What follows belongs to an exercise in optimizing a design on an open flow for small area; a production flow would make more cautious choices.
Function was checked by simulation only, so behaviour that the tests miss may differ from the original.

Setup of before:
==> flow/design.v (excerpt) <==
module ufla_core (
    input  wire        clk,
    input  wire        rst,           
    output wire        imem_re,       
    output wire [15:0] imem_addr,
    input  wire [31:0] imem_rdata,
    output wire        dmem_re,       
    output wire        dmem_we,       
    output wire [15:0] dmem_addr,
    output wire [31:0] dmem_wdata,
    input  wire [31:0] dmem_rdata,
    input  wire [4:0]  dbg_raddr,
    output wire [31:0] dbg_rdata,
    output wire [16:0] pc,
    output wire [3:0]  flags,         
    output wire        halted,
    output wire        draining,
    output wire        fault_valid,
    output wire [2:0]  fault_cause,   
    output wire [32:0] fault_addr
);
    localparam [4:0] C_ADD = 5'd0,  C_SUB = 5'd1,  C_XOR = 5'd2,  C_OR   = 5'd3,
                     C_AND = 5'd4,  C_ZERO = 5'd5, C_SHL = 5'd6,  C_ASR  = 5'd7,
                     C_LSR = 5'd8,  C_LCLH = 5'd9, C_LCLL = 5'd10, C_LW  = 5'd11,
                     C_SW  = 5'd12, C_JAL = 5'd13, C_JR  = 5'd14, C_BEQ  = 5'd15,
                     C_BNE = 5'd16, C_J   = 5'd17, C_NOP = 5'd18;
    reg [16:0] pc_q;
    reg [3:0]  flags_q;
    reg        halted_q;
    reg        fault_valid_q;
    reg [2:0]  fault_cause_q;
    reg        ifid_v;
    reg [7:0]  ifid_op;
    reg [23:0] ifid_w;
    reg        idex_v;
    reg [4:0]  idex_cls;
    reg        idex_lcl;
    reg [23:0] idex_w;
    reg        exm_v;
    reg        exm_ld, exm_st;
    reg [4:0]  exm_dest;
    reg [32:0] exm_x;         
    reg [31:0] exm_sd;        
    reg        mwb_v;
    reg [4:0]  mwb_dest;
    reg [31:0] mwb_res;
    wire mem_oob   = |exm_x[32:16];
  ...
Size in the first run: about 4700 cells after synthesis, ~1200 flip-flops, about 230 I/O pins.
==> flow/config.mk <==
export PLATFORM = sky130hd
export DESIGN_NAME = ufla_core
export DESIGN_NICKNAME = ufla_core
export VERILOG_FILES = /design/flow/design.v
export SDC_FILE = /design/flow/constraint.sdc
export NUM_CORES = 4
export LEC_CHECK = 0
export CAP_MARGIN = 10
export CORE_MARGIN = 2
export CORE_UTILIZATION = 40
export PLACE_DENSITY = 0.55
export SLEW_MARGIN = 10
export SYNTH_HIERARCHICAL = 1
==> flow/constraint.sdc <==
create_clock -name core_clock -period 12.0 [get_ports {clk}]
set_input_delay 2.4000 -clock core_clock [delete_from_list [all_inputs] [get_ports {clk}]]
set_output_delay 2.4000 -clock core_clock [all_outputs]
set_load 0.01 [all_outputs]
standard.sh (not shown) runs the stock make flow with config.mk's settings and CLKGATE_MAP_FILE= SYNTH_SCRIPT=/design/flow/synth_recipe.tcl, a recipe that flattens the netlist after the stock synthesis.
==> flow/flow/run.sh <==
#!/bin/bash
# Layout flow: the standard flow (standard.sh: ORFS synthesis, floorplan,
# placement, CTS, routing, finish), unchanged except for two arguments:
#  - CTS builds the clock tree from clkbuf_8 cells, without dummy loads at
#    the leaves;
#  - the input and output ports are buffered with sky130_fd_sc_hd__buf_1
#    (every port still gets its own buffer).
# standard.sh's full output goes to standard.log; ORFS keeps each tool's own
# log under orfs/logs/.
set -eo pipefail
export CTS_ARGS="-sink_clustering_enable -repair_clock_nets -dont_use_dummy_load -buf_list sky130_fd_sc_hd__clkbuf_8"
export BUFFER_PORTS_ARGS="-buffer_cell sky130_fd_sc_hd__buf_1"
bash standard.sh > standard.log 2>&1
The flow did not stop early for before: all stages ran, and the layout cleared the timing, DRC and antenna checks.
> inputs changed (before -> after)
# before
export LEC_CHECK = 0
export CAP_MARGIN = 10
export CORE_MARGIN = 2
export CORE_UTILIZATION = 40
export PLACE_DENSITY = 0.55
export SLEW_MARGIN = 10
export SYNTH_HIERARCHICAL = 1
create_clock -name core_clock -period 12.0 [get_ports {clk}]
# after
export LEC_CHECK = 0
export CAP_MARGIN = 20
export CORE_MARGIN = 2
export CORE_UTILIZATION = 40
export CTS_BUF_LIST = sky130_fd_sc_hd__clkbuf_8
export PLACE_DENSITY = 0.6
export SLEW_MARGIN = 20
export SYNTH_HIERARCHICAL = 1
create_clock -name core_clock -period 12.0 [get_ports {clk}]
--- a/flow/flow/run.sh
+++ b/flow/flow/run.sh
@@ -4,2 +4 @@
-#  - CTS builds the clock tree from clkbuf_8 cells, without dummy loads at
-#    the leaves;
+#  - CTS builds the clock tree without dummy loads at the leaves;
@@ -11 +10 @@
-export CTS_ARGS="-sink_clustering_enable -repair_clock_nets -dont_use_dummy_load -buf_list sky130_fd_sc_hd__clkbuf_8"
+export CTS_ARGS="-sink_clustering_enable -repair_clock_nets -dont_use_dummy_load"
after went all the way through synthesis, placement and routing and the layout is clean on timing, DRC and antenna. Compared with before, after is hungrier on power. Ratio of routed vias to standard cells ended up about 2.6% higher on after than on before. For before, the slowest cell on the critical path was sky130_fd_sc_hd__or3_1, unlike after, where it was sky130_fd_sc_hd__or3_2. after ended up with a lower number of clock buffer instances in the layout than before did.

[separate check: timing with driven ports]
The results above use ideal ports. As a check the final layouts listed here were re-extracted and re-timed, cells and wires unchanged. Step 1: set_driving_cell puts a clkbuf_16 on clk and a buf_2 on each other input, an assumption about the parent block. Step 2 also shifts input and output timing later by t, the mid clock arrival at the registers, as if the neighbouring blocks saw the same clock. Three values: ideal ports, drivers, drivers and shift; two values: the first two.
run	shift t [ns]	setup WS [ns]	latest minus earliest clock arrival (ns)
before	0.993	0.404 / 0.320 / 0.451	0.136 / 0.136
after	0.850	0.415 / 0.415 / 0.415	0.075 / 0.075
After both steps every run listed still meets setup and hold.
